This design comes from an exercise in tuning for small area on the open sky130 flow, not from production work. In this exercise RTL edits were held to simulation tests only and were not proved equivalent to the original. Power figures rest on the tool's default switching activity, not on a simulated workload.

v49:
## epdl_core
module epdl_core (
    input  wire        clk,
    input  wire        rst_n,
    input  wire        op_valid,
    output wire        op_ready,
    input  wire [63:0] op_word,
    output reg         rsp_valid,
    output reg  [31:0] rsp_word,
    output reg         rsp_refused,
    output wire        cs_n,
    output wire        dc,
    output reg         epd_rst_n,
    output wire        sck,
    output wire        mosi,
    input  wire        busy
);
Size in the first run: ~2,400 cells after synthesis, about 630 flip-flops, about 110 I/O pins, about 30,000 um2 of cells after synthesis.
export LEC_CHECK = 0
export CAP_MARGIN = 10
export CORE_MARGIN = 2
export CORE_UTILIZATION = 65
export CTS_BUF_LIST = sky130_fd_sc_hd__clkbuf_8
export CTS_CLUSTER_DIAMETER = 68
export CTS_CLUSTER_SIZE = 19
export SLEW_MARGIN = 10
export SYNTH_HIERARCHICAL = 1
create_clock -name core_clock -period 10.0 [get_ports {clk}]
standard.sh (not shown) runs the stock make flow with config.mk's settings and CLKGATE_MAP_FILE= SYNTH_SCRIPT=/design/flow/synth_recipe.tcl, a recipe that flattens the netlist after the stock synthesis.
==> flow/flow/run.sh <==
#!/bin/bash
# The standard layout (the standard.sh: standard synthesis unchanged,
# then ORFS floorplan .. finish), with three changes to how the layout is
# built:
#  - after the floorplan, every logic gate is replaced by the smallest cell
#    of the same function (flow/downsize.tcl); the later repair steps size
#    cells up again where slew, capacitance or timing need it;
#  - the port buffers are the smallest buffer cell;
#  - clock tree synthesis uses the clustering of config.mk and adds no
#    dummy loads.
# The standard flow's whole output is in standard.log here; ORFS's own
# per-step logs are under orfs/logs/.
set -euo pipefail
here=$(pwd)
export POST_FLOORPLAN_TCL="$here/flow/downsize.tcl"
export BUFFER_PORTS_ARGS="-buffer_cell sky130_fd_sc_hd__buf_1"
export CTS_ARGS="-sink_clustering_enable -repair_clock_nets -sink_clustering_size 19 -sink_clustering_max_diameter 68 -buf_list sky130_fd_sc_hd__clkbuf_8 -dont_use_dummy_load"
bash standard.sh > standard.log 2>&1
Other scripts of this flow, unchanged in this note and not shown: flow/flow/downsize.tcl
v49 did not stop at any stage, and its layout met the timing, DRC and antenna checks.
Setup changes, v49 to v32
- SLEW_MARGIN changed from 10 to 20
- CTS_CLUSTER_DIAMETER changed from 68 to 60
- CTS_CLUSTER_SIZE changed from 19 to 16
- CAP_MARGIN changed from 10 to 20
- CORE_UTILIZATION changed from 65 to 50
diff --git a/flow/flow/run.sh b/flow/flow/run.sh
--- a/flow/flow/run.sh
+++ b/flow/flow/run.sh
@@ -16,3 +16,3 @@
 export BUFFER_PORTS_ARGS="-buffer_cell sky130_fd_sc_hd__buf_1"
-export CTS_ARGS="-sink_clustering_enable -repair_clock_nets -sink_clustering_size 19 -sink_clustering_max_diameter 68 -buf_list sky130_fd_sc_hd__clkbuf_8 -dont_use_dummy_load"
+export CTS_ARGS="-sink_clustering_enable -repair_clock_nets -sink_clustering_size 16 -sink_clustering_max_diameter 60 -buf_list sky130_fd_sc_hd__clkbuf_8 -dont_use_dummy_load"
 bash standard.sh > standard.log 2>&1
### Flow results
Any difference in count of port buffers added during placement between v32 and v49 is small enough to ignore. Via count: v49 and v32 compared, lower one is v32. For area of all sequential standard cells, v32 and v49 come out practically identical. Area after synthesis: v32 vs v49 identical. In v32 relative to v49, clock-buffer cell count had gone up by more than a quarter. Taking v49 over v32, the maximum number of pins on one net before global-route repair ratio works out to 1.16. Note that the die boundary height recorded for v32 amounts to 1.14 times the value seen in v49. v32: fraction of power spent switching nets is 0.21 points higher than what v49 reported. v32 vs v49: worst slack at placement down. v32 ran to completion and came out clean on the timing, DRC and antenna checks. v32 vs v49: static leakage power up slightly.
diff inputs: v32 => v56
- CAP_MARGIN: 20 -> 10
- SLEW_MARGIN: 20 -> 10
==> comparison <==
Diff v32..v56 | fraction of the mapped netlist area in simple logic gates | unchanged
| cell area | higher: v32 |
As far as share of final layout cell area taken by clock buffers and inverters is concerned, v56 and v32 perform about the same.
As far as area after synthesis goes, v32 and v56 are indistinguishable; the numbers are identical.
[compare] base=v32 new=v56: total power fell about 0.6%, total buffers and inverters traversed by the critical path about even.
Setup changes, v56 to v30
- CAP_MARGIN: 10 -> 20
- CORE_UTILIZATION: 50 -> 65
- CTS_CLUSTER_SIZE: 16 -> 19
- CTS_CLUSTER_DIAMETER: 60 -> 68
- SLEW_MARGIN: 10 -> 20
diff --git a/flow/flow/run.sh b/flow/flow/run.sh
--- a/flow/flow/run.sh
+++ b/flow/flow/run.sh
@@ -16,3 +16,3 @@
 export BUFFER_PORTS_ARGS="-buffer_cell sky130_fd_sc_hd__buf_1"
-export CTS_ARGS="-sink_clustering_enable -repair_clock_nets -sink_clustering_size 16 -sink_clustering_max_diameter 60 -buf_list sky130_fd_sc_hd__clkbuf_8 -dont_use_dummy_load"
+export CTS_ARGS="-sink_clustering_enable -repair_clock_nets -sink_clustering_size 19 -sink_clustering_max_diameter 68 -buf_list sky130_fd_sc_hd__clkbuf_8 -dont_use_dummy_load"
 bash standard.sh > standard.log 2>&1
Findings:
Comparing v56 and v30, setup slack is lower on v56. Cell total after placement shrinks by a few percent when moving from v56 to v30. Routed wire length was higher in the run labelled v56.

* * *

Another version of the RTL of epdl_core (not shown whole).
For scale: roughly 2,400 cells after synthesis, ~630 flip-flops, ~31,000 sq um of cells after synthesis.
clock: 10.0 ns
lec_check: 0
cap_margin: 20
core_margin: 2
core_utilization: 50
cts_buf_list: sky130_fd_sc_hd__clkbuf_16
cts_cluster_diameter: 80
cts_cluster_size: 24
slew_margin: 20
synth_hierarchical: 1
run.sh (not shown) runs the stock make flow with config.mk's settings and CLKGATE_MAP_FILE= SYNTH_SCRIPT=/design/flow/synth_recipe.tcl, a recipe that flattens the netlist after the stock synthesis.
Stock flow here: none of the scripts above is used.
The starting point completed without violations.
Then changed:
Settings changed: CTS_BUF_LIST sky130_fd_sc_hd__clkbuf_16 to sky130_fd_sc_hd__clkbuf_8, CTS_CLUSTER_DIAMETER 80 to 60, CTS_CLUSTER_SIZE 24 to 16.
Effect: Power shrinks by 2.0%; utilization shrinks by 0.32 points; clock power falls by about 10%; worst setup slack degrades by 8.4 ps; sequential power hardly moves; flip-flop and latch count does not change; routed wire length grows by 0.40%.

==> afterwards: timing with drivers on the ports <==
How much do the figures lean on ideal ports? The routed layouts below were timed once more, with nothing changed but the port constraints. Step 1 assumes that a clkbuf_16 drives the clock port and a buf_2 every other input. Step 2 also shifts input and output timing later by t, the mid clock arrival at the registers, as if the neighbouring blocks saw the same clock. Slacks: ideal / step 1 / step 2; pairs: ideal / step 1.
run	t, ns	setup slack, ns	hold slack, ns	slew at the worst register clock pin (ns)	pins driven straight from the clock port
v49	0.680	0.898 / 0.867 / 0.867	0.363 / 0.363 / 0.363	0.12 / 0.12	1
v32	0.714	0.589 / 0.564 / 0.564	0.363 / 0.363 / 0.363	0.10 / 0.10	1
v56	0.706	0.690 / 0.665 / 0.665	0.401 / 0.401 / 0.401	0.10 / 0.10	1
v30	0.688	0.842 / 0.818 / 0.818	0.363 / 0.363 / 0.363	0.12 / 0.12	1
the first run of note 2	0.639	0.644 / 0.607 / 0.607	0.351 / 0.351 / 0.351	0.10 / 0.10	1
the second run of note 2	0.740	0.636 / 0.611 / 0.611	0.345 / 0.345 / 0.345	0.11 / 0.11	1
After both steps setup and hold are still met in every run listed. For the first run of note 2, which loses most, drivers alone change the setup slack by -0.037 ns; drivers and shift together by -0.037 ns.
